Background: an optimization exercise with open tools, aiming at a short achievable clock period and few clock cycles. Do not read the settings as production practice. The RTL was checked by simulation tests, not by an equivalence proof against the original design. No activity file was given, so power comes from the tool's default toggle rates.

==> design.v <==
module cpusim_core (
    input  wire        clk,
    input  wire        rst,         
    output wire        mem_re,
    output wire [9:0]  mem_raddr,
    input  wire [31:0] mem_rdata,
    output wire        mem_we,
    output wire [9:0]  mem_waddr,
    output wire [31:0] mem_wdata,
    output wire        out_valid,
    output wire [1:0]  out_reg,
    output wire [31:0] out_data,
    output wire        halted,
    output wire [2:0]  fault,
    input  wire [2:0]  dbg_sel,
    output reg  [31:0] dbg_data
);
    localparam [2:0] F_NONE = 3'd0, F_OOB = 3'd1, F_REG = 3'd2, F_DIV0 = 3'd3, F_OPC = 3'd4;
    localparam [7:0] OP_ADD = 8'h00, OP_SUB = 8'h01, OP_MUL = 8'h02, OP_DIV = 8'h03,
                     OP_AND = 8'h04, OP_OR  = 8'h05, OP_XOR = 8'h06, OP_NOT = 8'h07,
                     OP_SHL = 8'h08, OP_SHR = 8'h09,
                     OP_LOAD = 8'h10, OP_STORE = 8'h11, OP_JUMP = 8'h12, OP_JZ = 8'h13,
                     OP_JNZ = 8'h14, OP_CALL = 8'h15, OP_RET = 8'h16, OP_PUSH = 8'h17,
                     OP_POP = 8'h18, OP_HALT = 8'h19, OP_OUT = 8'h1A;
    localparam [1:0] DV_SETUP = 2'd0, DV_ITER = 2'd1, DV_WB = 2'd2;
    reg        halted_r;
    reg [2:0]  fault_r;
    reg [31:0] x [0:3];
    reg [3:0]  x_sm;            
    reg [9:0]  sp;              
    reg        flag_z, flag_n, flag_o;
    reg [31:0] fa;
    reg        d_valid;
    reg [31:0] d_pc;
    reg        d_oob;           
    reg        e_valid;
    reg [31:0] e_pc;            
    reg [1:0]  e_rd;
    reg [31:0] e_s1, e_s2;      
    reg [31:0] e_wd;            
    reg [9:0]  e_wa;            
    reg [2:0]  e_fpre;          
    reg        e_ok;            
    reg        e_add, e_sub, e_mul, e_div, e_and, e_or, e_xor, e_not, e_shl, e_shr,
               e_load, e_store, e_jump, e_jz, e_jnz, e_call, e_ret, e_push, e_pop,
               e_halt, e_out;
    reg        e_miss;          
    reg        e_ph;            
    reg        e_dquick;        
    reg        e_dqv;           
    reg [31:0] m_a, m_b;
    reg        e_mq;            
    reg [2:0]  m_sm;            
    reg [31:0] m_big;           
    reg [31:0] dv_a, dv_b;
    reg [1:0]  dv_st;
    reg [2:0]  dv_n;            
    reg [31:0] dv_rem, dv_q;
    reg [31:0] dv_ab;           
    reg [35:0] dv_m3, dv_m5, dv_m7, dv_m9, dv_m11, dv_m13, dv_m15;    
    reg [63:0] bt_v;            
    reg [63:0] bt_r;            
    reg [7:0]  bt_t [0:63];     
    reg [8:0]  ras [0:3];       
    reg [1:0]  ras_p;           
    reg        w_v;
    reg [9:0]  w_a;
    reg [31:0] w_d;
    reg        w_code;          
    reg [3:0]  c_v;
    reg [5:0]  c_tag [0:3];
    reg [31:0] c_dat [0:3];
    wire e_act = e_valid & ~halted_r;
    wire [31:0] add_r = e_s1 + e_s2;
    wire [31:0] sub_r = e_s1 - e_s2;
    wire add_o = (~e_s1[31] & ~e_s2[31] & add_r[31]) | (e_s1[31] & e_s2[31] & ~add_r[31]);
    wire sub_o = (~e_s1[31] & e_s2[31] & sub_r[31]) | (e_s1[31] & ~e_s2[31] & ~sub_r[31]);
    wire add_z = ((e_s1 ^ e_s2) == {(e_s1[30:0] | e_s2[30:0]), 1'b0});
    wire sub_z = (e_s1 == e_s2);
    wire m_go = 1'b1;
    reg  [31:0] m_r0, m_r1, m_r2, m_r3;
    wire [31:0] mpp0 = m_b[0] ? (m_a << 0) : 32'd0;
    wire [31:0] mpp1 = m_b[1] ? (m_a << 1) : 32'd0;
    wire [31:0] mpp2 = m_b[2] ? (m_a << 2) : 32'd0;
    wire [31:0] mpp3 = m_b[3] ? (m_a << 3) : 32'd0;
    wire [31:0] mpp4 = m_b[4] ? (m_a << 4) : 32'd0;
    wire [31:0] mpp5 = m_b[5] ? (m_a << 5) : 32'd0;
    wire [31:0] mpp6 = m_b[6] ? (m_a << 6) : 32'd0;
    wire [31:0] mpp7 = m_b[7] ? (m_a << 7) : 32'd0;
    wire [31:0] mpp8 = m_b[8] ? (m_a << 8) : 32'd0;
    wire [31:0] mpp9 = m_b[9] ? (m_a << 9) : 32'd0;
    wire [31:0] mpp10 = m_b[10] ? (m_a << 10) : 32'd0;
    wire [31:0] mpp11 = m_b[11] ? (m_a << 11) : 32'd0;
    wire [31:0] mpp12 = m_b[12] ? (m_a << 12) : 32'd0;
    wire [31:0] mpp13 = m_b[13] ? (m_a << 13) : 32'd0;
    wire [31:0] mpp14 = m_b[14] ? (m_a << 14) : 32'd0;
    wire [31:0] mpp15 = m_b[15] ? (m_a << 15) : 32'd0;
    wire [31:0] mpp16 = m_b[16] ? (m_a << 16) : 32'd0;
    wire [31:0] mpp17 = m_b[17] ? (m_a << 17) : 32'd0;
    wire [31:0] mpp18 = m_b[18] ? (m_a << 18) : 32'd0;
    wire [31:0] mpp19 = m_b[19] ? (m_a << 19) : 32'd0;
    wire [31:0] mpp20 = m_b[20] ? (m_a << 20) : 32'd0;
    wire [31:0] mpp21 = m_b[21] ? (m_a << 21) : 32'd0;
    wire [31:0] mpp22 = m_b[22] ? (m_a << 22) : 32'd0;
    wire [31:0] mpp23 = m_b[23] ? (m_a << 23) : 32'd0;
    wire [31:0] mpp24 = m_b[24] ? (m_a << 24) : 32'd0;
    wire [31:0] mpp25 = m_b[25] ? (m_a << 25) : 32'd0;
    wire [31:0] mpp26 = m_b[26] ? (m_a << 26) : 32'd0;
    wire [31:0] mpp27 = m_b[27] ? (m_a << 27) : 32'd0;
    wire [31:0] mpp28 = m_b[28] ? (m_a << 28) : 32'd0;
    wire [31:0] mpp29 = m_b[29] ? (m_a << 29) : 32'd0;
    wire [31:0] mpp30 = m_b[30] ? (m_a << 30) : 32'd0;
    wire [31:0] mpp31 = m_b[31] ? (m_a << 31) : 32'd0;
    wire [31:0] ml0_s0 = mpp0 ^ mpp1 ^ mpp2;
    wire [31:0] ml0_c1 = {((mpp0[30:0] & mpp1[30:0]) | (mpp0[30:0] & mpp2[30:0]) | (mpp1[30:0] & mpp2[30:0])), 1'b0};
    wire [31:0] ml0_s2 = mpp3 ^ mpp4 ^ mpp5;
    wire [31:0] ml0_c3 = {((mpp3[30:0] & mpp4[30:0]) | (mpp3[30:0] & mpp5[30:0]) | (mpp4[30:0] & mpp5[30:0])), 1'b0};
    wire [31:0] ml0_s4 = mpp6 ^ mpp7 ^ mpp8;
    wire [31:0] ml0_c5 = {((mpp6[30:0] & mpp7[30:0]) | (mpp6[30:0] & mpp8[30:0]) | (mpp7[30:0] & mpp8[30:0])), 1'b0};
    wire [31:0] ml0_s6 = mpp9 ^ mpp10 ^ mpp11;
    wire [31:0] ml0_c7 = {((mpp9[30:0] & mpp10[30:0]) | (mpp9[30:0] & mpp11[30:0]) | (mpp10[30:0] & mpp11[30:0])), 1'b0};
    wire [31:0] ml0_s8 = mpp12 ^ mpp13 ^ mpp14;
    wire [31:0] ml0_c9 = {((mpp12[30:0] & mpp13[30:0]) | (mpp12[30:0] & mpp14[30:0]) | (mpp13[30:0] & mpp14[30:0])), 1'b0};
    wire [31:0] ml0_s10 = mpp15 ^ mpp16 ^ mpp17;
    wire [31:0] ml0_c11 = {((mpp15[30:0] & mpp16[30:0]) | (mpp15[30:0] & mpp17[30:0]) | (mpp16[30:0] & mpp17[30:0])), 1'b0};
    wire [31:0] ml0_s12 = mpp18 ^ mpp19 ^ mpp20;
    wire [31:0] ml0_c13 = {((mpp18[30:0] & mpp19[30:0]) | (mpp18[30:0] & mpp20[30:0]) | (mpp19[30:0] & mpp20[30:0])), 1'b0};
    wire [31:0] ml0_s14 = mpp21 ^ mpp22 ^ mpp23;
    wire [31:0] ml0_c15 = {((mpp21[30:0] & mpp22[30:0]) | (mpp21[30:0] & mpp23[30:0]) | (mpp22[30:0] & mpp23[30:0])), 1'b0};
    wire [31:0] ml0_s16 = mpp24 ^ mpp25 ^ mpp26;
    wire [31:0] ml0_c17 = {((mpp24[30:0] & mpp25[30:0]) | (mpp24[30:0] & mpp26[30:0]) | (mpp25[30:0] & mpp26[30:0])), 1'b0};
    wire [31:0] ml0_s18 = mpp27 ^ mpp28 ^ mpp29;
    wire [31:0] ml0_c19 = {((mpp27[30:0] & mpp28[30:0]) | (mpp27[30:0] & mpp29[30:0]) | (mpp28[30:0] & mpp29[30:0])), 1'b0};
    wire [31:0] ml1_s0 = ml0_s0 ^ ml0_c1 ^ ml0_s2;
    wire [31:0] ml1_c1 = {((ml0_s0[30:0] & ml0_c1[30:0]) | (ml0_s0[30:0] & ml0_s2[30:0]) | (ml0_c1[30:0] & ml0_s2[30:0])), 1'b0};
    wire [31:0] ml1_s2 = ml0_c3 ^ ml0_s4 ^ ml0_c5;
    wire [31:0] ml1_c3 = {((ml0_c3[30:0] & ml0_s4[30:0]) | (ml0_c3[30:0] & ml0_c5[30:0]) | (ml0_s4[30:0] & ml0_c5[30:0])), 1'b0};
    wire [31:0] ml1_s4 = ml0_s6 ^ ml0_c7 ^ ml0_s8;
    wire [31:0] ml1_c5 = {((ml0_s6[30:0] & ml0_c7[30:0]) | (ml0_s6[30:0] & ml0_s8[30:0]) | (ml0_c7[30:0] & ml0_s8[30:0])), 1'b0};
    wire [31:0] ml1_s6 = ml0_c9 ^ ml0_s10 ^ ml0_c11;
    wire [31:0] ml1_c7 = {((ml0_c9[30:0] & ml0_s10[30:0]) | (ml0_c9[30:0] & ml0_c11[30:0]) | (ml0_s10[30:0] & ml0_c11[30:0])), 1'b0};
    wire [31:0] ml1_s8 = ml0_s12 ^ ml0_c13 ^ ml0_s14;
    wire [31:0] ml1_c9 = {((ml0_s12[30:0] & ml0_c13[30:0]) | (ml0_s12[30:0] & ml0_s14[30:0]) | (ml0_c13[30:0] & ml0_s14[30:0])), 1'b0};
    wire [31:0] ml1_s10 = ml0_c15 ^ ml0_s16 ^ ml0_c17;
    wire [31:0] ml1_c11 = {((ml0_c15[30:0] & ml0_s16[30:0]) | (ml0_c15[30:0] & ml0_c17[30:0]) | (ml0_s16[30:0] & ml0_c17[30:0])), 1'b0};
    wire [31:0] ml1_s12 = ml0_s18 ^ ml0_c19 ^ mpp30;
    wire [31:0] ml1_c13 = {((ml0_s18[30:0] & ml0_c19[30:0]) | (ml0_s18[30:0] & mpp30[30:0]) | (ml0_c19[30:0] & mpp30[30:0])), 1'b0};
    wire [31:0] ml2_s0 = ml1_s0 ^ ml1_c1 ^ ml1_s2;
    wire [31:0] ml2_c1 = {((ml1_s0[30:0] & ml1_c1[30:0]) | (ml1_s0[30:0] & ml1_s2[30:0]) | (ml1_c1[30:0] & ml1_s2[30:0])), 1'b0};
    wire [31:0] ml2_s2 = ml1_c3 ^ ml1_s4 ^ ml1_c5;
    wire [31:0] ml2_c3 = {((ml1_c3[30:0] & ml1_s4[30:0]) | (ml1_c3[30:0] & ml1_c5[30:0]) | (ml1_s4[30:0] & ml1_c5[30:0])), 1'b0};
    wire [31:0] ml2_s4 = ml1_s6 ^ ml1_c7 ^ ml1_s8;
    wire [31:0] ml2_c5 = {((ml1_s6[30:0] & ml1_c7[30:0]) | (ml1_s6[30:0] & ml1_s8[30:0]) | (ml1_c7[30:0] & ml1_s8[30:0])), 1'b0};
    wire [31:0] ml2_s6 = ml1_c9 ^ ml1_s10 ^ ml1_c11;
    wire [31:0] ml2_c7 = {((ml1_c9[30:0] & ml1_s10[30:0]) | (ml1_c9[30:0] & ml1_c11[30:0]) | (ml1_s10[30:0] & ml1_c11[30:0])), 1'b0};
    wire [31:0] ml2_s8 = ml1_s12 ^ ml1_c13 ^ mpp31;
    wire [31:0] ml2_c9 = {((ml1_s12[30:0] & ml1_c13[30:0]) | (ml1_s12[30:0] & mpp31[30:0]) | (ml1_c13[30:0] & mpp31[30:0])), 1'b0};
    wire [31:0] ml3_s0 = ml2_s0 ^ ml2_c1 ^ ml2_s2;
    wire [31:0] ml3_c1 = {((ml2_s0[30:0] & ml2_c1[30:0]) | (ml2_s0[30:0] & ml2_s2[30:0]) | (ml2_c1[30:0] & ml2_s2[30:0])), 1'b0};
    wire [31:0] ml3_s2 = ml2_c3 ^ ml2_s4 ^ ml2_c5;
    wire [31:0] ml3_c3 = {((ml2_c3[30:0] & ml2_s4[30:0]) | (ml2_c3[30:0] & ml2_c5[30:0]) | (ml2_s4[30:0] & ml2_c5[30:0])), 1'b0};
    wire [31:0] ml3_s4 = ml2_s6 ^ ml2_c7 ^ ml2_s8;
    wire [31:0] ml3_c5 = {((ml2_s6[30:0] & ml2_c7[30:0]) | (ml2_s6[30:0] & ml2_s8[30:0]) | (ml2_c7[30:0] & ml2_s8[30:0])), 1'b0};
    wire [31:0] ml4_s0 = ml3_s0 ^ ml3_c1 ^ ml3_s2;
    wire [31:0] ml4_c1 = {((ml3_s0[30:0] & ml3_c1[30:0]) | (ml3_s0[30:0] & ml3_s2[30:0]) | (ml3_c1[30:0] & ml3_s2[30:0])), 1'b0};
    wire [31:0] ml4_s2 = ml3_c3 ^ ml3_s4 ^ ml3_c5;
    wire [31:0] ml4_c3 = {((ml3_c3[30:0] & ml3_s4[30:0]) | (ml3_c3[30:0] & ml3_c5[30:0]) | (ml3_s4[30:0] & ml3_c5[30:0])), 1'b0};
    wire [31:0] ml5_s0 = ml4_s0 ^ ml4_c1 ^ ml4_s2;
    wire [31:0] ml5_c1 = {((ml4_s0[30:0] & ml4_c1[30:0]) | (ml4_s0[30:0] & ml4_s2[30:0]) | (ml4_c1[30:0] & ml4_s2[30:0])), 1'b0};
    wire [31:0] m_n0 = ml5_s0;
    wire [31:0] m_n1 = ml5_c1;
    wire [31:0] m_n2 = ml4_c3;
    wire [31:0] m_n3 = ml2_c9;
    wire [31:0] ml6_s0 = m_r0 ^ m_r1 ^ m_r2;
    wire [31:0] ml6_c1 = {((m_r0[30:0] & m_r1[30:0]) | (m_r0[30:0] & m_r2[30:0]) | (m_r1[30:0] & m_r2[30:0])), 1'b0};
    wire [31:0] ml7_s0 = ml6_s0 ^ ml6_c1 ^ m_r3;
    wire [31:0] ml7_c1 = {((ml6_s0[30:0] & ml6_c1[30:0]) | (ml6_s0[30:0] & m_r3[30:0]) | (ml6_c1[30:0] & m_r3[30:0])), 1'b0};
    wire [31:0] m_fa = ml7_s0;
    wire [31:0] m_fb = ml7_c1;
    always @(posedge clk) if (m_go) begin
        m_r0 <= m_n0;
        m_r1 <= m_n1;
        m_r2 <= m_n2;
        m_r3 <= m_n3;
    end
    wire [31:0] mul_r = m_fa + m_fb;
    wire [31:0] mq_r0 = m_sm[0] ? m_big : 32'd0;
    wire [31:0] mq_r1 = m_sm[1] ? {m_big[30:0], 1'b0} : 32'd0;
    wire [31:0] mq_r2 = m_sm[2] ? {m_big[29:0], 2'b0} : 32'd0;
    wire [31:0] mq_s  = mq_r0 ^ mq_r1 ^ mq_r2;
    wire [31:0] mq_c  = {((mq_r0[30:0] & mq_r1[30:0]) | (mq_r0[30:0] & mq_r2[30:0]) | (mq_r1[30:0] & mq_r2[30:0])), 1'b0};
    wire [31:0] mul_q = mq_s + mq_c;
    function [4:0] msb32(input [31:0] v);      
        integer i;
        reg [31:0] above;
        begin
            above[31] = 1'b0;
            for (i = 30; i >= 0; i = i - 1)
                above[i] = above[i + 1] | v[i + 1];
            msb32 = 5'd0;
            for (i = 0; i < 32; i = i + 1)
                if (v[i] & ~above[i])
                    msb32 = msb32 | i[4:0];
        end
    endfunction
    wire        dv_lt1 = (dv_a < dv_b);
    wire        dv_lt2 = ({1'b0, dv_a} < {dv_b, 1'b0});
    wire [4:0]  dv_dz = msb32(dv_a) - msb32(dv_b);
    wire [2:0]  dv_s  = dv_dz[4:2];
    reg  [31:0] dv_rem0, dv_ab0;
    always @(*) begin
        case (dv_s)
            3'd0:    begin dv_rem0 = dv_a >> 4;  dv_ab0 = {dv_a[3:0],  28'd0}; end
            3'd1:    begin dv_rem0 = dv_a >> 8;  dv_ab0 = {dv_a[7:0],  24'd0}; end
            3'd2:    begin dv_rem0 = dv_a >> 12; dv_ab0 = {dv_a[11:0], 20'd0}; end
            3'd3:    begin dv_rem0 = dv_a >> 16; dv_ab0 = {dv_a[15:0], 16'd0}; end
            3'd4:    begin dv_rem0 = dv_a >> 20; dv_ab0 = {dv_a[19:0], 12'd0}; end
            3'd5:    begin dv_rem0 = dv_a >> 24; dv_ab0 = {dv_a[23:0], 8'd0};  end
            3'd6:    begin dv_rem0 = dv_a >> 28; dv_ab0 = {dv_a[27:0], 4'd0};  end
            default: begin dv_rem0 = 32'd0;      dv_ab0 = dv_a;                end
        endcase
    end
    wire [35:0] dv_x = {dv_rem, dv_ab[31:28]};
    wire [35:0] dv_mul [1:15];
    assign dv_mul[1]  = {4'd0, dv_b};
    assign dv_mul[2]  = {3'd0, dv_b, 1'b0};
    assign dv_mul[3]  = dv_m3;
    assign dv_mul[4]  = {2'd0, dv_b, 2'b0};
    assign dv_mul[5]  = dv_m5;
    assign dv_mul[6]  = {dv_m3[34:0], 1'b0};
    assign dv_mul[7]  = dv_m7;
    assign dv_mul[8]  = {1'd0, dv_b, 3'b0};
    assign dv_mul[9]  = dv_m9;
    assign dv_mul[10] = {dv_m5[34:0], 1'b0};
    assign dv_mul[11] = dv_m11;
    assign dv_mul[12] = {dv_m3[33:0], 2'b0};
    assign dv_mul[13] = dv_m13;
    assign dv_mul[14] = {dv_m7[34:0], 1'b0};
    assign dv_mul[15] = dv_m15;
    wire [36:0] dv_d [1:15];
    wire [16:1] dv_ge;
    genvar gj;
    generate
        for (gj = 1; gj <= 15; gj = gj + 1) begin : g_dv
            assign dv_d[gj]  = {1'b0, dv_x} - {1'b0, dv_mul[gj]};
            assign dv_ge[gj] = ~dv_d[gj][36];
        end
    endgenerate
    assign dv_ge[16] = 1'b0;
    wire [15:1] dv_sel = dv_ge[15:1] & ~dv_ge[16:2];
    wire [3:0]  dv_q4 = ({4{dv_sel[1]}}  & 4'd1)  | ({4{dv_sel[2]}}  & 4'd2)  | ({4{dv_sel[3]}}  & 4'd3)  |
                        ({4{dv_sel[4]}}  & 4'd4)  | ({4{dv_sel[5]}}  & 4'd5)  | ({4{dv_sel[6]}}  & 4'd6)  |
                        ({4{dv_sel[7]}}  & 4'd7)  | ({4{dv_sel[8]}}  & 4'd8)  | ({4{dv_sel[9]}}  & 4'd9)  |
                        ({4{dv_sel[10]}} & 4'd10) | ({4{dv_sel[11]}} & 4'd11) | ({4{dv_sel[12]}} & 4'd12) |
                        ({4{dv_sel[13]}} & 4'd13) | ({4{dv_sel[14]}} & 4'd14) | ({4{dv_sel[15]}} & 4'd15);
    wire [31:0] dv_rn = ({32{~dv_ge[1]}}  & dv_x[31:0]) |
                        ({32{dv_sel[1]}}  & dv_d[1][31:0])  | ({32{dv_sel[2]}}  & dv_d[2][31:0])  |
                        ({32{dv_sel[3]}}  & dv_d[3][31:0])  | ({32{dv_sel[4]}}  & dv_d[4][31:0])  |
                        ({32{dv_sel[5]}}  & dv_d[5][31:0])  | ({32{dv_sel[6]}}  & dv_d[6][31:0])  |
                        ({32{dv_sel[7]}}  & dv_d[7][31:0])  | ({32{dv_sel[8]}}  & dv_d[8][31:0])  |
                        ({32{dv_sel[9]}}  & dv_d[9][31:0])  | ({32{dv_sel[10]}} & dv_d[10][31:0]) |
                        ({32{dv_sel[11]}} & dv_d[11][31:0]) | ({32{dv_sel[12]}} & dv_d[12][31:0]) |
                        ({32{dv_sel[13]}} & dv_d[13][31:0]) | ({32{dv_sel[14]}} & dv_d[14][31:0]) |
                        ({32{dv_sel[15]}} & dv_d[15][31:0]);
    wire div0   = e_div & (dv_b == 32'd0);
    wire st_oob = e_store & ((|e_s1[31:10]) | (&e_s1[9:2] & |e_s1[1:0]));
    wire [2:0] e_fcode = ~e_ok  ? e_fpre :
                         div0   ? F_DIV0 :
                         st_oob ? F_OOB  : F_NONE;
    wire e_halt_now = e_act & (((~e_ok | e_halt) & ~w_v) | div0 | st_oob);
    wire e_stall = e_act & ((e_mul & ~e_mq & ~e_ph) | ((~e_ok | e_halt) & w_v) |
                            (e_div & (dv_st != DV_WB) & ~((dv_st == DV_SETUP) & e_dquick)) |
                            (e_miss & ~e_ph));
    wire e_done  = e_act & ~e_stall;
    wire e_free  = ~e_act | e_done;
    wire e_wrins = e_add | e_sub | e_mul | e_div | e_and | e_or | e_xor | e_not |
                   e_shl | e_shr | e_load | e_pop;
    wire e_wrb   = e_done & e_wrins;                  
    wire e_early = e_load | (e_pop & ~e_miss);        
    reg [31:0] e_res;
    always @(*) begin
        e_res = 32'd0;
        if (e_add)  e_res = e_res | add_r;
        if (e_sub)  e_res = e_res | sub_r;
        if (e_and)  e_res = e_res | (e_s1 & e_s2);
        if (e_or)   e_res = e_res | (e_s1 | e_s2);
        if (e_xor)  e_res = e_res | (e_s1 ^ e_s2);
        if (e_not)  e_res = e_res | ~e_s1;
        if (e_shl)  e_res = e_res | (e_s1 << e_s2[4:0]);
        if (e_shr)  e_res = e_res | (e_s1 >> e_s2[4:0]);
        if (e_early) e_res = e_res | e_s1;
        if (e_pop & e_miss) e_res = e_res | mem_rdata;
        if (e_mul)  e_res = e_res | (e_mq ? mul_q : mul_r);
        if (e_div)  e_res = e_res | (e_dquick ? {31'd0, e_dqv} : dv_q);
    end
    wire [31:0] e_pc4   = e_pc + 32'd4;
    wire [31:0] p_next  = d_valid ? d_pc : fa;
    wire e_taken = e_jump | e_call | (e_ret & ~e_miss) | (e_jz & flag_z) | (e_jnz & ~flag_z);
    wire e_self  = (e_s1 == e_pc);                    
    wire [31:0] e_next = (e_taken & ~e_self) ? e_s1 : e_pc4;
    wire e_wrong = (e_taken & ~e_self) ? (e_s1 != p_next) : (e_pc4 != p_next);
    wire st_code = e_store & (e_s1[9:0] < 10'h103);   
    wire e_redir = e_done & ((e_miss & e_ph) | st_code | e_wrong);
    wire [31:0] e_tgt = (e_miss & e_ret) ? ((mem_rdata == e_pc) ? e_pc4 : mem_rdata) : e_next;
    wire e_pushlike = e_act & (e_push | e_call);
    wire e_poplike  = e_act & (e_pop | e_ret);
    wire [31:0] ins = mem_rdata;
    wire [7:0] opc = ins[31:24];
    wire [7:0] op0 = ins[23:16];
    wire [7:0] op1 = ins[15:8];
    wire [7:0] op2 = ins[7:0];
    wire i_add = opc == OP_ADD,  i_sub = opc == OP_SUB,  i_mul = opc == OP_MUL;
    wire i_div = opc == OP_DIV,  i_and = opc == OP_AND,  i_or  = opc == OP_OR;
    wire i_xor = opc == OP_XOR,  i_not = opc == OP_NOT,  i_shl = opc == OP_SHL;
    wire i_shr = opc == OP_SHR,  i_load = opc == OP_LOAD, i_store = opc == OP_STORE;
    wire i_jump = opc == OP_JUMP, i_jz = opc == OP_JZ,   i_jnz = opc == OP_JNZ;
    wire i_call = opc == OP_CALL, i_ret = opc == OP_RET, i_push = opc == OP_PUSH;
    wire i_pop = opc == OP_POP,  i_halt = opc == OP_HALT, i_out = opc == OP_OUT;
    wire i_alu3  = (opc <= OP_SHR) && (opc != OP_NOT);
    wire i_valid = (opc <= OP_SHR) || ((opc >= OP_LOAD) && (opc <= OP_OUT));
    wire bad0 = |op0[7:2];
    wire bad1 = |op1[7:2];
    wire bad2 = |op2[7:2];
    wire use0 = i_alu3 | i_not | i_load | i_store | i_call | i_push | i_pop | i_out;
    wire use1 = i_alu3 | i_not | i_store;
    wire use2 = i_alu3;
    wire badreg = (use0 & bad0) | (use1 & bad1) | (use2 & bad2);
    wire hit0 = e_wrb && e_rd == op0[1:0];
    wire hit1 = e_wrb && e_rd == op1[1:0];
    wire hit2 = e_wrb && e_rd == op2[1:0];
    wire [31:0] r0v = hit0 ? e_res : x[op0[1:0]];
    wire [31:0] r1v = hit1 ? e_res : x[op1[1:0]];
    wire [31:0] r2v = hit2 ? e_res : x[op2[1:0]];
    wire [31:0] r1e = hit1 ? e_s1 : x[op1[1:0]];
    wire [31:0] r2e = hit2 ? e_s1 : x[op2[1:0]];
    wire late1 = hit1 & ~e_early;
    wire late2 = hit2 & ~e_early;
    wire late12 = late1 | late2;
    wire dq_lt1 = (r1e < r2e);
    wire dq_lt2 = ({1'b0, r1e} < {r2e, 1'b0});
    wire d_dquick = ~late12 & dq_lt2;
    wire e_s1_sm = ~|e_s1[31:3];
    wire mq2 = hit2 ? (e_early & e_s1_sm) : x_sm[op2[1:0]];
    wire mq1 = hit1 ? (e_early & e_s1_sm) : x_sm[op1[1:0]];
    wire [9:0] sp_spec = e_pushlike ? sp - 10'd4 : e_poplike ? sp + 10'd4 : sp;
    wire [7:0] tw  = sp_spec[9:2];
    wire [1:0] tix = tw[1:0];
    wire [9:0] sa  = e_s1[9:0];
    wire [7:0] sa1 = sa[9:2] + 8'd1;
    wire st_ovl = e_act & e_store & ((sa[9:2] == tw) | ((sa[1:0] != 2'd0) & (sa1 == tw)));
    wire top_hit = e_pushlike | (c_v[tix] & (c_tag[tix] == tw[7:2]) & ~st_ovl);
    wire [31:0] top = e_pushlike ? e_wd : c_dat[tix];
    wire sp_full  = (sp_spec == 10'h200);
    wire sp_empty = (sp_spec == 10'h300);
    reg [2:0] d_fault;
    always @(*) begin
        d_fault = F_NONE;
        if (d_oob)                                    d_fault = F_OOB;
        else if (!i_valid)                            d_fault = F_OPC;
        else if (badreg)                              d_fault = F_REG;
        else if ((i_call | i_push) & sp_full)         d_fault = F_OOB;
        else if ((i_ret | i_pop) & sp_empty)          d_fault = F_OOB;
    end
    wire [31:0] r0e = hit0 ? e_s1 : x[op0[1:0]];
    wire late0 = hit0 & ~e_early;
    wire fa_seq = (fa == d_pc + 32'd4);
    wire [7:0] pc4_8 = d_pc[7:0] + 8'd4;
    wire z_known = ~(e_act & (e_add | e_sub));
    wire i_jc    = i_jz | i_jnz;
    wire jc_tk   = z_known ? (i_jz ? flag_z : ~flag_z) : (op0 < d_pc[7:0]);
    wire fa_imm  = (fa == {24'd0, op0});
    wire d_j_imm = (i_jump | (i_jc & jc_tk)) & (op0 != pc4_8) & ~fa_imm;
    wire d_j_nt  = i_jc & z_known & ~jc_tk & ~fa_seq;
    wire d_j_call = i_call & ~late0 & fa_seq;
    wire d_sredir = d_valid & ~d_oob & (d_j_imm | d_j_nt | d_j_call | (i_ret & fa_seq));
    wire [31:0] d_stgt = i_call ? r0e : i_ret ? {23'd0, ras[ras_p]} : d_j_nt ? d_pc + 32'd4 : {24'd0, op0};
    wire [5:0]  fix  = fa[7:2];
    wire        f_in = ~|fa[31:8];
    wire [31:0] f_pred = (f_in & bt_v[fix]) ?
                         (bt_r[fix] ? {23'd0, ras[ras_p]} : {24'd0, bt_t[fix]}) :
                         fa + 32'd4;
    wire st_read = e_act & e_miss & ~e_ph & ~w_v;
    assign mem_re    = 1'b1;
    assign mem_raddr = st_read ? sp : (e_stall ? d_pc[9:0] : fa[9:0]);
    wire e_write     = e_act & (e_store | e_push | e_call) & e_ok & ~st_oob;
    assign mem_we    = w_v;
    assign mem_waddr = w_a;
    assign mem_wdata = w_d;
    assign out_valid = e_act & e_out & e_ok;
    assign out_reg   = e_rd;
    assign out_data  = e_wd;
    assign halted = halted_r | (e_act & (~e_ok | e_halt) & ~w_v);
    assign fault  = halted_r ? fault_r : (e_ok ? F_NONE : e_fpre);
    always @(*) begin
        case (dbg_sel)
            3'd0: dbg_data = x[0];
            3'd1: dbg_data = x[1];
            3'd2: dbg_data = x[2];
            3'd3: dbg_data = x[3];
            3'd4: dbg_data = e_pc;
            3'd5: dbg_data = {22'd0, sp};
            3'd6: dbg_data = {29'd0, flag_o, flag_n, flag_z};
            default: dbg_data = 32'h0000_0300;    
        endcase
    end
    wire e_commit = e_done & e_ok;
    integer i;
    always @(posedge clk) begin
        if (rst) begin
            halted_r <= 1'b0;
            fault_r  <= F_NONE;
            x[0] <= 32'd0;
            x[1] <= 32'd0;
            x[2] <= 32'd0;
            x[3] <= 32'd0;
            x_sm <= 4'hf;
            sp <= 10'h300;
            flag_z <= 1'b0;
            flag_n <= 1'b0;
            flag_o <= 1'b0;
            fa <= 32'd0;
            d_valid <= 1'b0;
            e_valid <= 1'b0;
            e_ph <= 1'b0;
            w_v <= 1'b0;
            dv_st <= DV_SETUP;
            c_v <= 4'd0;
            bt_v <= 64'd0;
            ras_p <= 2'd0;
            for (i = 0; i < 4; i = i + 1)
                ras[i] <= 9'd0;
        end else if (!halted_r) begin
            if (e_halt_now) begin
                halted_r <= 1'b1;
                fault_r  <= e_fcode;
            end
            w_v    <= e_write;
            w_code <= e_store & (e_s1[9:0] < 10'h103);
            if (e_commit) begin
                if (e_wrins) begin
                    x[e_rd]    <= e_res;
                    x_sm[e_rd] <= ~|e_res[31:3];
                end
                if (e_add | e_sub) begin
                    flag_z <= e_add ? add_z : sub_z;
                    flag_n <= e_res[31];
                    flag_o <= e_add ? add_o : sub_o;
                end
                if (e_push | e_call) begin
                    sp <= sp - 10'd4;
                    c_v[e_wa[3:2]] <= 1'b1;
                end
                if (e_pop | e_ret)
                    sp <= sp + 10'd4;
                bt_v[e_pc[7:2]] <= e_ret | (e_taken & ~e_self & ~|e_s1[31:8]);
                if (e_call) begin
                    ras[ras_p + 2'd1] <= e_pc4[8:0];
                    ras_p <= ras_p + 2'd1;
                end else if (e_ret)
                    ras_p <= ras_p - 2'd1;
            end
            if (e_act & e_store)
                for (i = 0; i < 4; i = i + 1)
                    if ((c_tag[i] == sa[9:4] && i[1:0] == sa[3:2]) ||
                        (sa[1:0] != 2'd0 && c_tag[i] == sa1[7:2] && i[1:0] == sa1[1:0]))
                        c_v[i] <= 1'b0;
            if (e_act)
                e_ph <= ((e_mul & ~e_mq) | (e_miss & ~w_v)) & ~e_ph;
            if (e_act & e_div) begin
                case (dv_st)
                    DV_SETUP: if (!e_dquick) dv_st <= dv_lt2 ? DV_WB : DV_ITER;
                    DV_ITER:  if (dv_n == 3'd0) dv_st <= DV_WB;
                    default:  dv_st <= DV_SETUP;
                endcase
            end
            if (e_redir)
                e_valid <= 1'b0;
            else if (e_free)
                e_valid <= d_valid;
            if (st_read) begin
                d_valid <= 1'b0;
            end else if (e_redir) begin
                fa      <= e_tgt;
                d_valid <= 1'b0;
            end else if (w_v & w_code) begin
                d_valid <= 1'b0;                      
            end else if (!e_stall) begin
                d_valid <= ~d_sredir;
                fa      <= d_sredir ? d_stgt : f_pred;
            end
        end
    end
    always @(posedge clk) begin
        if (e_commit & (e_push | e_call)) begin
            c_tag[e_wa[3:2]] <= e_wa[9:4];
            c_dat[e_wa[3:2]] <= e_wd;
        end
        if (e_commit) begin
            bt_r[e_pc[7:2]] <= e_ret;
            bt_t[e_pc[7:2]] <= e_s1[7:0];
        end
        if (e_act & e_div) begin
            case (dv_st)
                DV_SETUP: begin
                    dv_q   <= {31'd0, dv_lt2 & ~dv_lt1};    
                    dv_n   <= dv_s;
                    dv_rem <= dv_rem0;
                    dv_ab  <= dv_ab0;
                    dv_m3  <= {4'd0, dv_b} + {3'd0, dv_b, 1'b0};
                    dv_m5  <= {4'd0, dv_b} + {2'd0, dv_b, 2'b0};
                    dv_m7  <= {1'd0, dv_b, 3'b0} - {4'd0, dv_b};
                    dv_m9  <= {1'd0, dv_b, 3'b0} + {4'd0, dv_b};
                    dv_m11 <= {1'd0, dv_b, 3'b0} + {4'd0, dv_b} + {3'd0, dv_b, 1'b0};
                    dv_m13 <= {1'd0, dv_b, 3'b0} + {4'd0, dv_b} + {2'd0, dv_b, 2'b0};
                    dv_m15 <= {dv_b, 4'b0} - {4'd0, dv_b};
                end
                DV_ITER: begin
                    dv_rem <= dv_rn;
                    dv_ab  <= {dv_ab[27:0], 4'b0000};
                    dv_q   <= {dv_q[27:0], dv_q4};
                    dv_n   <= dv_n - 3'd1;
                end
                default: ;
            endcase
        end
        if (e_free & ~e_halt_now & ~halted_r)
            e_pc <= d_pc;                             
        if (e_free) begin
            e_rd     <= op0[1:0];
            e_fpre   <= d_fault;
            e_ok     <= (d_fault == F_NONE);
            e_add <= i_add & ~d_oob;  e_sub <= i_sub & ~d_oob;
            e_mul <= i_mul & ~d_oob;  e_div <= i_div & ~d_oob;
            e_and <= i_and & ~d_oob;  e_or  <= i_or  & ~d_oob;
            e_xor <= i_xor & ~d_oob;  e_not <= i_not & ~d_oob;
            e_shl <= i_shl & ~d_oob;  e_shr <= i_shr & ~d_oob;
            e_load <= i_load & ~d_oob; e_store <= i_store & ~d_oob;
            e_jump <= i_jump & ~d_oob; e_jz <= i_jz & ~d_oob;
            e_jnz <= i_jnz & ~d_oob;
            e_call <= i_call & ~d_oob; e_ret <= i_ret & ~d_oob;
            e_push <= i_push & ~d_oob; e_pop <= i_pop & ~d_oob;
            e_halt <= i_halt & ~d_oob; e_out <= i_out & ~d_oob;
            e_miss <= (i_pop | i_ret) & ~top_hit & ~d_oob;
            e_s1 <= (i_load | i_jump | i_jz | i_jnz) ? {24'd0, (i_load ? op1 : op0)} :
                    (i_pop | i_ret) ? top : i_call ? r0v : r1v;
            e_s2 <= r2v;
            e_wd <= i_call ? d_pc : r0v;
            e_wa <= i_store ? r1v[9:0] : sp_spec - 10'd4;
            e_dquick <= d_dquick;
            e_dqv    <= ~dq_lt1;
            e_mq <= mq1 | mq2;
            if (i_mul) begin
                m_a <= r1v;
                m_b <= r2v;
                m_sm  <= mq2 ? r2e[2:0] : r1e[2:0];
                m_big <= mq2 ? r1v : r2v;
            end
            if (i_div) begin
                dv_a <= r1v;
                dv_b <= r2v;
            end
        end
        w_a <= e_wa;
        w_d <= e_wd;
        if (!e_stall) begin
            d_pc  <= fa;
            d_oob <= |fa[31:8];
        end
    end
endmodule
==> constraint.sdc <==
create_clock -name core_clock -period 10.0 [get_ports {clk}]
set_input_delay 2.0000 -clock core_clock [delete_from_list [all_inputs] [get_ports {clk}]]
set_output_delay 2.0000 -clock core_clock [all_outputs]
set_load 0.01 [all_outputs]
==> config.mk <==
export PLATFORM = sky130hd
export DESIGN_NAME = cpusim_core
export DESIGN_NICKNAME = cpusim_core
export VERILOG_FILES = /design/flow/design.v
export SDC_FILE = /design/flow/constraint.sdc
export NUM_CORES = 4
export LEC_CHECK = 0
export ABC_CLOCK_PERIOD_IN_PS = 4000
export CAP_MARGIN = 20
export CORE_MARGIN = 2
export CORE_UTILIZATION = 40
export SETUP_SLACK_MARGIN = 5
export SLEW_MARGIN = 20
==> run.sh <==
#!/bin/bash
# synth_recipe.tcl (not shown) runs the flow's synth.tcl, then flattens the netlist and writes it again
# the make line also repeats each setting of config.mk as NAME=value (left out here)
make -C /OpenROAD-flow-scripts/flow DESIGN_CONFIG=/design/flow/config.mk WORK_HOME=/design/flow/orfs CLKGATE_MAP_FILE= SYNTH_SCRIPT=/design/flow/synth_recipe.tcl finish
==> results of run 1 <==
Yosys cell counts (50+ instances only):
library cell	instances
a221oi_1	89
nand2b_1	183
a31oi_1	99
edfxtp_1	1592
nand2_1	1084
or3_1	79
mux4_2	448
clkbuf_1	570
nor2b_1	138
dfxtp_1	245
and3_1	114
o22ai_1	96
nor3_1	235
nor2_1	1172
nor4_1	108
buf_2	76
xor2_1	342
a22oi_1	99
inv_1	1009
fa_1	459
mux2i_1	195
a21boi_0	59
nand4_1	150
xnor2_1	698
o211ai_1	97
a21o_1	331
ha_1	1130
o21ai_0	833
nand3_1	242
and2_1	571
a21oi_1	952
buf_1	83
mux2_2	75
or2_2	50
o31ai_1	62
o21a_1	169
o21bai_1	114
a211oi_1	159
final cells by class:
class / instances / area share (%)
inverter: 1022 / 2.319
clock inverter: 136 / 0.9349
timing repair inverter: 2 / 0.01434
timing repair buffer: 914 / 4.902
clock buffer: 263 / 3.269
sequential: 1837 / 30.21
multi-input combinational: 11393 / 54.73
antenna: 27 / 0.03871
tap: 4994 / 3.580
worst min path at each step:
stage,end,slack [ns],depth (start not counted),from
floorplan,w_a[0],0.32,0,e_wa[0]
global placement,w_a[1],0.34,0,e_wa[1]
detailed placement,w_a[1],0.34,0,e_wa[1]
CTS,w_a[1],0.36,0,e_wa[1]
global route,w_a[1],0.37,0,e_wa[1]
finish,w_a[1],0.36,0,e_wa[1]
state kept, by name, indices dropped and copies added, names as in the netlist, 33 cells and up, named ones only:
signal and count:
dv_m7 33, dv_m9 34, x 128, dv_m11 34
bt_r 64, dv_m13 35, bt_v 64, ras 36
c_dat 128, bt_t 512, dv_m15 36
metal layers:
metal	GRT usage, %	vias to the layer above	wire [um]
li1	-	55878	-
met1	42.34	63872	248300
met2	47.16	8355	267900
met3	10.03	1992	79660
met4	19.35	22	47820
met5	0	-	136
through the flow:
step / std cells / total power, mW / area (um^2)
2_1_floorplan: 15013 / 11.73 / 151400
3_3_place_gp: 19802 / 13.77 / 159200
3_5_place_dp: 19802 / 13.77 / 159200
4_1_cts: 20399 / 22.25 / 170600
5_1_grt: 20563 / 23.07 / 174500
6_report: 20588 / 22.55 / 174500
cells by family after synthesis:
kind of cell | after synthesis | share of synthesized area [%]
other cells | 1 | 0.002485
compound gates | 3735 | 16.20
fa+ha+maj | 1589 | 15.46
mux | 718 | 8.539
buf+inv | 1791 | 4.641
xor+xnor | 1060 | 6.329
simple gates | 4282 | 13.90
flops | 1837 | 34.93
worst register-to-register path: cells and delay by family, from the launching register on:
kind	cells	cell delay, ns
fa+ha+maj	2	0.53
xor+xnor	2	0.34
flops	1	0.42
simple gates	4	1.07
buf+inv	1	0.17
compound gates	13	2.51
power breakdown:
group	total (mW)	internal, mW	switching [mW]
Sequential	8.86	8.55	0.310
Clock	8.43	4.77	3.66
Combinational	5.27	1.85	3.42
timing repair:
action / 4_1_cts / 5_1_grt
resized for setup: 723 / 568
buffers inserted: 180 / 150
gates cloned: 18 / 9
setup endpoints to repair: 468 / 300
pin swaps: 118 / 208
==> qor.yml, run 1 <==
vias: 130119
synth_top_area_share_pct: 31.68
cts.clk_slew.worst_paths_ns: 0.06
syn_inst: 15013
grt_max_degree: 116
cts_buffers: 216
final-seq-area_um2: 52730
final-hold-violation-count: 0
maxCapViolCount: 0
cp-endpoint: "dbg_data[3]"
postRouteWirelength_um: 643700
reg2reg_from: "dv_b[1]"
worst_setup_path_start_kind: "input pin"
dp_hpwl_um: 465900
design.core.area_um2: 375500
die_w_um: 618.2
die_area_um2: 382200
cp_max_fo: 6
first_pass_iters: 9
synth_area_um2: 150900
r2r_slack_ns: 4.68
syn_area_per_cell_um2: 10.05
critPathSlowestCell: "mux4_2"
max_stage_delay_ns: 0.53
crit_buf_inv: 5
cts_htree_levels: 4
seq_area_frac_synth_pct: 34.93
drv_slew: 0
ios: 162
tightest_slew_ns: 1.329
ys.flop_type: "edfxtp_1"
synthArstFlopShare_pct: 0
crit_family: "buffers and inverters"
drtIter0Drc: 18012
nets: 17012
rr_endpoint: "dv_m13[33]"
ys_ff_latch: 1837
power_density_nw_per_um2: 129.2
routed_via_density: 6.320
syn_nets: 16639
pre_cts_slack_ns: 3.027
mostFrequentLayoutCells: "edfxtp_1, nor2_1, ha_1"
reg2regPathDepth: 22
holdWs_ns: 0.3560
yosys-top-cells-area: "edfxtp_1, ha_1, mux4_2"
rsz0062_at_grt: "yes"
final_antenna_net_count: 0
num_rows: 225
ys_warn_count: 1
crit_chain: "buf_12 -> buf_12 -> buf_6 -> mux4_2 -> inv_2 -> o22ai_4 -> buf_6"
antenna_found_initial: 41
multiInputGateArea_um2: 95510
place.gp.congestion: 1.075
yosysTopAreaCell: "edfxtp_1"
drc: 0
final_common_cell: "edfxtp_1"
start_util_pct: 40.18
synth_edf_count: 1592
finalClockSkew_ns: 0.1943
min_period_over_period_pct: 53.21
drive_above_1_share_pct: 15.82
status: "complete, no violations"
insertion_delay_ns: 1.05
fin_crit_ns: 5.321
cp.required_ns: 8.00
synth_cell_types: 117
nFillCells: 35132
wl_per_cell_um: 31.27
cts.path.max_buffers: 4
grtUsageTotal_pct: 32.46
grt_overflow: 0
finalSetupViolations: 0
cts_tree: "built"
startpoint: "dbg_sel[1]"
hp-class: "flop to flop"
cp_data_arrival_time_ns: 3.32
syn2layout_area_growth_pct: 15.65
p_leak_nw: 67.51
vdd_ir_drop_max_v: 0.0001810
die_height_um: 618.2
grt_pass1_vias: 121742
root_buffer: "clkbuf_16"
setup_slack_ns: 4.679
hold_buffers: 0
grt_pass1_wl_um: 902200
port_buffers: 160
path_class: "input pin to output port"
fin_setup_tns_ns: 0
fmax_ghz: 0.1879
clock_sink_count: 1837
slew_headroom_pct: 11.37
end_kind: "output port"
cp_num_cells: 7
final_util_pct: 46.47
Testbench counts, summed over its fixed seeds: cycles 65,592.
==> run 2: changes to the inputs <==
--- a/design.v
+++ b/design.v
@@ -222,2 +222,10 @@
     end
+    wire [35:0] dv_b1x = {4'd0, dv_b};
+    wire [35:0] dv_b2x = {3'd0, dv_b, 1'b0};
+    wire [35:0] dv_b4x = {2'd0, dv_b, 2'b0};
+    wire [35:0] dv_b8x = {1'd0, dv_b, 3'b0};
+    wire [35:0] dv_c11s = dv_b8x ^ dv_b1x ^ dv_b2x;
+    wire [35:0] dv_c11c = {((dv_b8x[34:0] & dv_b1x[34:0]) | (dv_b8x[34:0] & dv_b2x[34:0]) | (dv_b1x[34:0] & dv_b2x[34:0])), 1'b0};
+    wire [35:0] dv_c13s = dv_b8x ^ dv_b1x ^ dv_b4x;
+    wire [35:0] dv_c13c = {((dv_b8x[34:0] & dv_b1x[34:0]) | (dv_b8x[34:0] & dv_b4x[34:0]) | (dv_b1x[34:0] & dv_b4x[34:0])), 1'b0};
     wire [35:0] dv_x = {dv_rem, dv_ab[31:28]};
@@ -512,4 +520,4 @@
                     dv_m9  <= {1'd0, dv_b, 3'b0} + {4'd0, dv_b};
-                    dv_m11 <= {1'd0, dv_b, 3'b0} + {4'd0, dv_b} + {3'd0, dv_b, 1'b0};
-                    dv_m13 <= {1'd0, dv_b, 3'b0} + {4'd0, dv_b} + {2'd0, dv_b, 2'b0};
+                    dv_m11 <= dv_c11s + dv_c11c;
+                    dv_m13 <= dv_c13s + dv_c13c;
                     dv_m15 <= {dv_b, 4'b0} - {4'd0, dv_b};
==> qor.yml, run 2 <==
first_pass_iters: 7
switching_power_mw: 7.518
routed_via_density: 6.302
hold_depth: 0
num_rows: 226
rsz0062_at_grt: "yes"
syn_nets: 16835
reg2regPathDepth: 17
rr_endpoint: "dv_rem[0]"
syn_area_per_cell_um2: 10.01
grtUsageTotal_pct: 33.48
die_w_um: 619.6
worst_setup_path_start_kind: "input pin"
antenna_found_initial: 57
final-hold-violation-count: 0
ios: 162
synth_cell_types: 110
nets: 17259
syn_inst: 15146
fin_total_pwr_mw: 22.67
nFillCells: 35365
crit_buf_inv: 5
cp_num_cells: 7
syn2layout_area_growth_pct: 15.60
status: "complete, no violations"
max_stage_delay_ns: 0.27
yosysTopAreaCell: "edfxtp_1"
grt_pass1_vias: 123133
cts.path.max_buffers: 4
p_comb_share_pct: 24.4
fin_setup_tns_ns: 0
hold_buffers: 0
start_util_pct: 40.09
cp_max_fo: 13
tightest_slew_ns: 1.272
drc: 0
final_antenna_net_count: 0
power.share.sequential_pct: 39.2
slew_headroom_pct: 14.64
p_sw_share_pct: 33.16
grt_pass1_wl_um: 927200
insertion_delay_ns: 1.04
largest_reg_flops: 512
maxCapViolCount: 0
dp_hpwl_um: 485400
hp-class: "flop to flop"
crit_top_cell: "buf_16"
drive_above_1_share_pct: 15.54
met1_length_um: 254700
holdPathEnd: "w_a[0]"
seq_area_frac_synth_pct: 34.78
top_layer: "met5"
clock_sink_count: 1837
yosysMostFrequentCell: "edfxtp_1"
vias: 130983
grt_max_degree: 131
route.met3.wl_um: 75530
cp_data_arrival_time_ns: 3.32
die_area_um2: 383900
synth.top_cells.by_count: "edfxtp_1, nor2_1, ha_1"
path_class: "input pin to output port"
ys.flop_type: "edfxtp_1"
p_int_mw: 15.15
ys_warn_count: 1
synth_edf_count: 1592
yosys-top-cells-area: "edfxtp_1, ha_1, fa_1"
finalClockSkew_ns: 0.1848
cts_htree_levels: 4
min_period_over_period_pct: 53.20
dr_wl_met2_um: 280400
final_common_cell: "edfxtp_1"
design.core.area_um2: 378100
finalSetupViolations: 0
synth_top_area_share_pct: 31.54
synthArstFlopShare_pct: 0
worstHoldStart: "e_wa[0]"
drv_slew: 0
cts.clk_slew.worst_paths_ns: 0.07
reg2reg_from: "dv_b[2]"
postRouteWirelength_um: 664000
grt_overflow: 0
fin_crit_ns: 5.320
cp.required_ns: 8.00
crit_family: "buffers and inverters"
synth_area_um2: 151600
end_kind: "output port"
crit_chain: "buf_16 -> buf_4 -> buf_16 -> mux4_2 -> clkinvlp_4 -> o21ai_1 -> buf_2"
mostFrequentLayoutCells: "edfxtp_1, nor2_1, ha_1"
root_buffer: "clkbuf_16"
r2r_slack_ns: 4.87
power_density_nw_per_um2: 129.4
place.gp.congestion: 1.064
drtIter0Drc: 18011
power_frac_clock_pct: 36.3
ys_ff_latch: 1837
cts_tree: "built"
vdd_ir_drop_max_v: 0.0001976
p_leak_nw: 68.15
die_height_um: 619.6
critPathSlowestCell: "mux4_2"
cts_buffers: 216
fmax_ghz: 0.1880
port_buffers: 160
wl_per_cell_um: 31.95
==> run 2: worst max-delay path by stage <==
stage               slack (ns)            to  startpoint
floorplan                 3.24    dv_m11[10]     e_valid
global placement          2.69     dv_rem[3]    dv_a[25]
detailed placement        2.88       dv_q[0]     dv_b[1]
CTS                       4.71   dbg_data[8]  dbg_sel[1]
global route              4.68  dbg_data[16]  dbg_sel[1]
finish                    4.68  dbg_data[29]  dbg_sel[1]
==> run 2: per-stage QoR <==
step / utilization [%] / cell area, um^2 / hold slack, ns / std cells / worst slack, ns
finish: 46.35 / 175200 / 0.3549 / 20786 / 4.680
global placement: 42.34 / 160100 / 0.3449 / 19957 / 2.687
floorplan: - / 152100 / 0.3233 / 15146 / 3.244
detailed placement: 42.35 / 160100 / 0.3333 / 19958 / 2.875
global route: 46.33 / 175200 / 0.3724 / 20766 / 4.681
CTS: 45.40 / 171700 / 0.3519 / 20603 / 4.712
==> run 2: logic make-up (layout without fill, tap and decap cells) <==
logic type / Yosys count / count (layout) / synth area share [%]
AND/OR/NAND/NOR: 4317 / 4322 / 13.87
AO/OA/AOI/OAI: 3747 / 3748 / 15.96
flip-flops: 1837 / 1837 / 34.78
buffers and inverters: 1829 / 2421 / 4.606
adder cells (fa/ha/maj): 1652 / 1652 / 16.21
XOR/XNOR: 1042 / 1042 / 6.094
multiplexers: 721 / 721 / 8.482
other: 1 / 27 / 0.002474
==> run 2: per-layer routing <==
metal  vias to the layer above  GRT usage [%]
met5                         -        0.08838
met4                        46          21.69
met3                      1981          8.834
met2                      8074          49.56
met1                     64547          43.18
li1                      56335              -
==> run 2: power groups by stage <==
stage	combinational [mW]	clock, mW	sequential (mW)
final	5.54	8.24	8.89
after floorplan	2.89	0	8.86
after global placement	4.86	0	9.12
after CTS	5.15	8.32	8.88
after global routing	5.68	8.58	8.89
after detailed placement	4.85	0	9.12
==> run 2: worst register-to-register path, stage by stage, from the launching register on <==
cell and delay (ns):
edfxtp_1 0.37, buf_12 0.17, clkinvlp_4 0.17, buf_4 0.17
ha_1 0.37, o21a_1 0.22, o31ai_2 0.09, a21oi_1 0.23
o31ai_2 0.38, o21ai_2 0.19, a21oi_2 0.25, a31o_2 0.24
o41a_1 0.34, or2_4 0.33, nand2_1 0.26, or4_1 0.54
a222oi_1 0.37, o22ai_2 0.17
==> run 2: final cells by class <==
type / instances / area [um^2] / area share [%]
repair buffers: 986 / 9254 / 5.281
clock buffers: 270 / 5779 / 3.298
multi-input cells: 11486 / 95680 / 54.61
clock inverters: 122 / 1370 / 0.7819
inverters: 1043 / 4063 / 2.319
diodes: 26 / 65.06 / 0.03713
well taps: 5016 / 6276 / 3.582
flip-flops and latches: 1837 / 52730 / 30.09
==> run 2: repair_timing <==
action,in CTS,in global routing
buffers inserted,236,139
gates cloned,17,13
endpoints found under the setup margin,442,310
gates resized for setup,748,468
pin swaps,96,140
Testbench counts of run 2, summed over its fixed seeds: cycles 65,592.

==> separate check: timing with driven ports <==
In the flow no input, the clock included, has a driving cell. The finished layouts below were timed again as built, in two steps. Step 1, drivers: a clkbuf_16 drives clk and a buf_2 each remaining input, both assumed. Step 2 also shifts input and output timing later by t, the mid clock arrival at the registers, as if the neighbouring blocks saw the same clock. Slacks: ideal ports / drivers / drivers and shift; pairs: ideal ports / drivers.
run	t, ns	slack for setup (ns)	slew at the worst register clock pin (ns)	worst data-port slew with drivers (ns)	cell pins on the clock port's net
run 1	1.079	4.679 / 4.399 / 3.871	0.08 / 0.08	0.34	1
run 2	1.072	4.680 / 4.540 / 3.928	0.07 / 0.07	0.22	1
After both steps setup and hold are still met in every run listed. The setup slack of run 1, which loses most, moves by -0.280 ns with the drivers and by -0.808 ns with both steps.
